Context: an optimization exercise on an open-source flow, tuned for small area, a short achievable clock period and few clock cycles. The choices shown serve that exercise and are no tape-out recipe. Only simulation tests tie the RTL to the original design; equivalence was not proved.

===== run.sh =====
#!/bin/bash
# synth_recipe.tcl (not shown) runs the flow's synth.tcl, then flattens the netlist and writes it again
# the make line also repeats each setting of config.mk as NAME=value (left out here)
make -C /OpenROAD-flow-scripts/flow DESIGN_CONFIG=/design/flow/config.mk WORK_HOME=/design/flow/orfs CLKGATE_MAP_FILE= SYNTH_SCRIPT=/design/flow/synth_recipe.tcl finish

===== config.mk =====
export PLATFORM = sky130hd
export DESIGN_NAME = fhd_engine
export DESIGN_NICKNAME = fhd_engine
export VERILOG_FILES = /design/flow/design.v
export SDC_FILE = /design/flow/constraint.sdc
export NUM_CORES = 4
export LEC_CHECK = 0
export CAP_MARGIN = 20
export CORE_MARGIN = 2
export CORE_UTILIZATION = 40
export SLEW_MARGIN = 20

===== constraint.sdc =====
create_clock -name core_clock -period 22.0 [get_ports {clk}]
set_input_delay 4.4000 -clock core_clock [delete_from_list [all_inputs] [get_ports {clk}]]
set_output_delay 4.4000 -clock core_clock [all_outputs]
set_load 0.01 [all_outputs]

===== design.v =====
module fhd_engine (
    input  wire         clk,
    input  wire         rst,         
    input  wire         in_valid,
    input  wire [7:0]   in_data,
    output wire         in_ready,
    output wire         busy,
    output wire [7:0]   status,
    output reg          dout_valid,
    output reg  [127:0] digest
);
    localparam [31:0] W0_INIT = 32'hF7FB370B;
    localparam [31:0] W1_INIT = 32'hC6FA6788;
    localparam [31:0] W2_INIT = 32'h237D651D;
    localparam [31:0] W3_INIT = 32'hD088A69F;
    localparam [31:0] AA = 32'hC32F1E4B;
    localparam [31:0] BB = 32'h596807CD;
    localparam [31:0] CC = 32'hDE6F723A;
    localparam [31:0] DD = 32'hA18945BC;
    localparam [7:0] OP_INIT   = 8'h01;
    localparam [7:0] OP_UPDATE = 8'h02;
    localparam [7:0] OP_FINAL  = 8'h03;
    localparam [3:0] S_IDLE  = 4'd0,
                     S_LEN   = 4'd1,    
                     S_DATA  = 4'd2,    
                     S_CA    = 4'd3,    
                     S_CB    = 4'd4,    
                     S_CC    = 4'd5,    
                     S_CD    = 4'd6,    
                     S_CX    = 4'd7;    
    function [31:0] rol32;
        input [31:0] v;
        input [4:0]  n;
        begin
            rol32 = (v << n) | (v >> (6'd32 - {1'b0, n}));
        end
    endfunction
    function [31:0] fn_f;
        input [31:0] a, b, c, d;
        begin
            fn_f = ((a ^ b) | (c ^ d)) + 32'h5A827999;
        end
    endfunction
    function [31:0] fn_g;
        input [31:0] a, b, c, d;
        begin
            fn_g = ((a | ~c) | (b & ~d)) + 32'h6ED9EBA1;
        end
    endfunction
    function [31:0] fn_h;
        input [31:0] a, b, c, d;
        begin
            fn_h = ((a & ~d) ^ (b & ~c)) + 32'hCA62C1D6;
        end
    endfunction
    function [31:0] fn_i;
        input [31:0] a, b, c, d;
        begin
            fn_i = ((~a ^ b) | (c ^ ~d)) + 32'h8F1BBCDC;
        end
    endfunction
    reg [31:0]  w0, w1, w2, w3;      
    reg [127:0] pend;                
    reg         ready_q;
    reg         err_q;
    reg [1:0]   cause_q;
    reg [3:0]   state;
    reg [1:0]   len_idx;             
    reg [31:0]  len;                 
    reg [31:0]  remaining;           
    reg [3:0]   byte_idx;            
    reg [127:0] msg;                 
    reg         final_mode;          
    reg [31:0]  a, b, c, d;          
    reg [31:0]  s0, s1, s2, s3;      
    reg [5:0]   rnd;                 
    reg [2:0]   iter;                
    assign status   = {4'b0000, cause_q, err_q, ready_q};
    assign in_ready = (state == S_IDLE) || (state == S_LEN) || (state == S_DATA);
    assign busy     = (state != S_IDLE);
    wire accept = in_valid && in_ready;
    wire [31:0] i32 = {26'd0, rnd};
    wire [31:0] a_new = rol32(((a + rol32(b, i32[4:0] & 5'd5 & a[4:0]) + s2 + ~c + (d & a)
                                + (b | c) + fn_f(a, b, c, d)) ^ s3), i32[4:0] & 5'd24);
    wire [31:0] s0_new = a_new ^ (a_new + b + c + d + AA);
    wire [31:0] b_new = rol32(((b + rol32(c, i32[4:0] & 5'd19 & b[4:0]) + s0 + ~d + (a & b)
                                + (c | d) + fn_g(a, b, c, d)) ^ s1), i32[4:0] & 5'd10);
    wire [31:0] s1_new = a + b_new + c + d + BB;
    wire [31:0] c_new = rol32(((c + rol32(d, i32[4:0] & 5'd13 & c[4:0]) + s1 + ~a + (b & c)
                                + (d | a) + fn_h(a, b, c, d)) ^ s0), i32[4:0] & 5'd11);
    wire [31:0] s2_new = a + b + c_new + d + CC;
    wire [31:0] d_new = rol32(((d + rol32(a, i32[4:0] & 5'd8 & d[4:0]) + s2 + ~b + (c & d)
                                + (a | b) + fn_i(a, b, c, d)) ^ s2), i32[4:0] & 5'd3);
    wire [31:0] s3_new = a + b + c + d_new + DD;
    wire [31:0] a_p2 = a + 32'd2;
    wire [31:0] b_p3 = b + 32'd3;
    wire [31:0] c_p4 = c + 32'd4;
    wire [2:0]  n_b  = a_p2 % 32'd5;
    wire [2:0]  n_c  = b_p3 % 32'd7;
    wire [2:0]  n_d  = c_p4[2:0];
    wire [31:0] x0 = s1 + s2 + s3;
    wire [31:0] x1 = x0 + s2 + s3;
    wire [31:0] x2 = x0 + x1 + s3;
    wire [31:0] x3 = x0 + x1 + x2;
    reg [127:0] tail_mask;
    integer j;
    always @(*) begin
        for (j = 0; j < 16; j = j + 1)
            tail_mask[8*j +: 8] = (j <= byte_idx) ? 8'hFF : 8'h00;
    end
    wire [127:0] msg_next = msg | ({120'd0, in_data} << {byte_idx, 3'b000});
    always @(posedge clk) begin
        dout_valid <= 1'b0;
        if (rst) begin
            state      <= S_IDLE;
            ready_q    <= 1'b0;
            err_q      <= 1'b0;
            cause_q    <= 2'd0;
            dout_valid <= 1'b0;
        end else begin
            case (state)
                S_IDLE: begin
                    if (accept && !err_q) begin
                        case (in_data)
                            OP_INIT: begin
                                w0      <= W0_INIT;
                                w1      <= W1_INIT;
                                w2      <= W2_INIT;
                                w3      <= W3_INIT;
                                pend    <= 128'd0;
                                ready_q <= 1'b1;
                            end
                            OP_UPDATE: begin
                                if (!ready_q) begin
                                    err_q   <= 1'b1;
                                    cause_q <= 2'd1;
                                end else begin
                                    len_idx <= 2'd0;
                                    len     <= 32'd0;
                                    state   <= S_LEN;
                                end
                            end
                            OP_FINAL: begin
                                if (!ready_q) begin
                                    err_q   <= 1'b1;
                                    cause_q <= 2'd1;
                                end else begin
                                    final_mode <= 1'b1;
                                    a     <= pend[31:0];
                                    b     <= pend[63:32];
                                    c     <= pend[95:64];
                                    d     <= pend[127:96];
                                    s0    <= w0;
                                    s1    <= w1;
                                    s2    <= w2;
                                    s3    <= w3;
                                    rnd   <= 6'd0;
                                    state <= S_CA;
                                end
                            end
                            default: begin
                                err_q   <= 1'b1;
                                cause_q <= 2'd2;
                            end
                        endcase
                    end
                end
                S_LEN: begin
                    if (accept) begin
                        len     <= len | ({24'd0, in_data} << {len_idx, 3'b000});
                        len_idx <= len_idx + 2'd1;
                        if (len_idx == 2'd3) begin
                            remaining <= len | ({24'd0, in_data} << 24);
                            byte_idx  <= 4'd0;
                            msg       <= 128'd0;
                            if ((len | ({24'd0, in_data} << 24)) == 32'd0)
                                state <= S_IDLE;
                            else
                                state <= S_DATA;
                        end
                    end
                end
                S_DATA: begin
                    if (accept) begin
                        remaining <= remaining - 32'd1;
                        byte_idx  <= byte_idx + 4'd1;
                        if (remaining == 32'd1) begin
                            pend  <= (pend & ~tail_mask) | (msg_next & tail_mask);
                            state <= S_IDLE;
                        end else if (byte_idx == 4'd15) begin
                            final_mode <= 1'b0;
                            a     <= msg_next[31:0];
                            b     <= msg_next[63:32];
                            c     <= msg_next[95:64];
                            d     <= msg_next[127:96];
                            s0    <= w0;
                            s1    <= w1;
                            s2    <= w2;
                            s3    <= w3;
                            rnd   <= 6'd0;
                            msg   <= 128'd0;
                            state <= S_CA;
                        end else begin
                            msg <= msg_next;
                        end
                    end
                end
                S_CA: begin
                    a     <= a_new;
                    s0    <= s0_new;
                    iter  <= 3'd0;
                    state <= S_CB;
                end
                S_CB: begin
                    if (iter == n_b) begin
                        iter  <= 3'd0;
                        state <= S_CC;
                    end else begin
                        b    <= b_new;
                        s1   <= s1_new;
                        iter <= iter + 3'd1;
                    end
                end
                S_CC: begin
                    if (iter == n_c) begin
                        iter  <= 3'd0;
                        state <= S_CD;
                    end else begin
                        c    <= c_new;
                        s2   <= s2_new;
                        iter <= iter + 3'd1;
                    end
                end
                S_CD: begin
                    if (iter == n_d) begin
                        iter  <= 3'd0;
                        state <= S_CX;
                    end else begin
                        d    <= d_new;
                        s3   <= s3_new;
                        iter <= iter + 3'd1;
                    end
                end
                S_CX: begin
                    s0 <= x0;
                    s1 <= x1;
                    s2 <= x2;
                    s3 <= x3;
                    if (rnd == 6'd34) begin
                        if (final_mode) begin
                            digest     <= {x3, x2, x1, x0};
                            dout_valid <= 1'b1;
                            w0         <= 32'd0;
                            w1         <= 32'd0;
                            w2         <= 32'd0;
                            w3         <= 32'd0;
                            pend       <= 128'd0;
                            ready_q    <= 1'b0;
                            state      <= S_IDLE;
                        end else begin
                            w0    <= x0;
                            w1    <= x1;
                            w2    <= x2;
                            w3    <= x3;
                            state <= S_DATA;
                        end
                    end else begin
                        rnd   <= rnd + 6'd1;
                        state <= S_CA;
                    end
                end
                default: state <= S_IDLE;
            endcase
        end
    end
endmodule

==> impl_metrics.json <==
{
  "yosys.area.top_type": "edfxtp_1",
  "timing.rr.end": "s2[31]",
  "cts_root_buffer": "clkbuf_16",
  "cts_hold_buf": 0,
  "dieHeight_um": 505.6,
  "drtIter0Drc": 10850,
  "cp_common_cell": "a21oi_1",
  "routed_wl_um": 479100,
  "syn_to_final_growth_pct": 10.01,
  "cp.arrival_ps": 21030,
  "synth_mux_area_share_pct": 2.622,
  "ys_ff_latch": 856,
  "start_util_pct": 40.14,
  "r2r_cells": 91,
  "crit_fanout": 21,
  "antenna_found_initial": 31,
  "synth_cell_types": 135,
  "slew_violations": 0,
  "worstSkewPairLatency_ps": 800,
  "clock_sinks": 856,
  "hold_path_class": "register to register",
  "tightest_slew_ps": 1289,
  "hold_ws_ps": 495.2,
  "reg2reg_from": "c[2]",
  "rrSetupSlack_ps": 1500,
  "fin_tns_setup_ps": 0,
  "grt_overflow_total": 0,
  "critical_path.startpoint_type": "register",
  "syn_avg_cell_area_um2": 9.341,
  "dr_total_vias": 88120,
  "dpl.hpwl_um": 390700,
  "relSlewSlack_pct": 14.04,
  "vias_per_cell": 6.150,
  "synth_top_cells_by_area": "edfxtp_1 25%, fa_1 17%, ha_1 12%",
  "h-tree-depth": 3,
  "final.period_utilization_pct": 93.19,
  "cts_setup_buffers": 0,
  "final_antenna_net_count": 0,
  "synth_simple_gate_area_share_pct": 11.01,
  "required_ps": 22530,
  "ys_warn_count": 1,
  "ctsResizeCount": 0,
  "io_pins": 150,
  "cap_viol_max_count": 0,
  "layout_common_cells": "1315 x inv_1, 1052 x nor2_1, 928 x ha_1",
  "rsz0062_at_grt": "false",
  "setup_viol": 0,
  "dieArea_um2": 255600,
  "async_flop_share_pct": 0,
  "hold_end": "cause_q[1]",
  "drive_gt1_share_pct": 7.231,
  "cts_tree": "yes",
  "whs_path_depth": 2,
  "holdCritStartpoint": "cause_q[1]",
  "final_common_cell": "inv_1",
  "reg_top3": "digest (128), msg (128), pend (128)",
  "coreArea_um2": 250700,
  "clockBufferDepth": 3,
  "final_net_count": 12680,
  "rows": 184,
  "cts_made_buffers": 100,
  "synth_top_family_by_area": "adder cells",
  "synth-compound-area-share_pct": 18.41,
  "firstDrtPassIters": 6,
  "wl_per_cell_um": 33.44,
  "syn_inst": 10770,
  "cts.clk_slew.worst_paths_ps": 70,
  "gp_congestion": 1.071,
  "grt_pass1_wl_um": 663200,
  "max_clock_freq_mhz": 48.78,
  "timing_hold_violations_final": 0,
  "criticalPathCategory": "register to register",
  "synth_top_flop_cell": "edfxtp_1",
  "min_period_ps": 20500,
  "synth_edf_count": 848,
  "die_x_um": 505.6,
  "end_kind": "register",
  "synth_fa_ha_area_share_pct": 28.47,
  "drc": 0,
  "fin_skew_ps": 58.73,
  "max_stage_delay_ps": 800,
  "grt_pass1_vias": 85620,
  "status": "complete, no violations",
  "syn_area_um2": 100600,
  "numPortBuffers": 145,
  "synth_top_area_share_pct": 25.30,
  "grt_start_max_net_pins": 119,
  "critPathSlowestCell": "ha_1",
  "synth_xor_area_share_pct": 7.145,
  "ys_seq_area_share_pct": 25.46,
  "grt_usage_pct": 36.71
}
synth_stat cells (15+ instances only):
cell	instances
a31oi_1	51
and3_1	25
ha_1	930
nor4_1	42
a221oi_1	71
edfxtp_1	848
o22ai_1	41
or3_1	45
clkbuf_1	352
a211oi_1	180
nor2b_1	34
a22oi_1	71
a21o_1	147
o21ai_1	22
or2_2	43
xnor2_1	672
xor2_1	149
o31ai_1	30
nand4_1	29
nor2_1	1066
nand2b_1	31
a211o_1	17
a221o_1	39
buf_2	31
o21bai_1	258
o21a_1	32
mux2i_1	181
o211ai_1	70
o21ai_0	508
mux4_2	17
buf_1	51
mux2_2	37
a21oi_1	891
a21boi_0	26
fa_1	848
nand2_1	702
nor3_1	148
a22o_1	15
inv_1	1320
buf_4	20
o221ai_1	93
nand3_1	97
and2_1	109
per-layer routing:
metal	global-route usage [%]	up-vias	wire length, um
met2	52.18	5024	195300
met3	11.32	870	57320
met1	49.85	44490	195900
met4	19.09	18	30460
met5	0	-	111
li1	-	37720	-
critical path, delay by kind of cell, from the launching register on:
kind | cells | cell delay, ps
AO/OA/AOI/OAI | 61 | 12520
adder cells (fa/ha/maj) | 10 | 4480
AND/OR/NAND/NOR | 11 | 1410
flip-flops | 1 | 690
XOR/XNOR | 4 | 580
buffers and inverters | 5 | 510
cells by family after synthesis:
kind of cell / Yosys count
compound gates: 2806
xor+xnor: 821
fa+ha+maj: 1782
buf+inv: 1799
flops: 856
mux: 237
other cells: 1
simple gates: 2472
area by class of cell:
class	instances	area [um2]
fillers	24240	140000
multi-input cells	8122	68540
flip-flops and latches	856	25630
inverters	1337	5026
well taps	3348	4189
repair buffers	472	3960
clock buffers	115	2580
clock inverters	65	753.2
diodes	13	32.53
through the flow:
step | cells | instance area, um2 | setup WS, ps | util (%)
3_5_place_dp | 14130 | 107300 | 1807 | 42.79
2_1_floorplan | 10780 | 100700 | 2468 | -
5_1_grt | 14320 | 110700 | 370.5 | 44.15
4_1_cts | 14310 | 110600 | 1749 | 44.12
3_3_place_gp | 14130 | 107200 | 1663 | 42.77
6_report | 14330 | 110700 | 1498 | 44.16
how the worst max path moves through the flow:
stage / start / end / cells past startpoint
floorplan: in_data[3] / pend[0] / 6
CTS: c[2] / s2[31] / 89
detailed placement: c[2] / s2[31] / 89
global route: c[2] / s2[31] / 91
global placement: c[2] / s2[31] / 89
finish: c[2] / s2[31] / 91
Testbench counts, summed over its fixed seeds: cycles 326,338.

[port drivers added, routing unchanged]
Ports are ideal in the flow. The routed layout listed here was re-timed in OpenROAD.
Step 1, drivers: a clkbuf_16 drives clk and a buf_2 each remaining input, both assumed.
Step 2, shift: input delay + t, output delay - t, t = (earliest + latest rising clock arrival at the registers) / 2. This alone moves slack from input paths to output paths.
Slacks: ideal / step 1 / step 2; pairs: ideal / step 1.
shift t [ns]: 0.866
slack for setup (ns): 1.498 / 1.498 / 1.498
worst register clock-pin slew, ns: 0.08 / 0.08
After both steps setup and hold are still met in this run. The setup slack of this run moves by 0.000 ns with the drivers and by 0.000 ns with both steps.
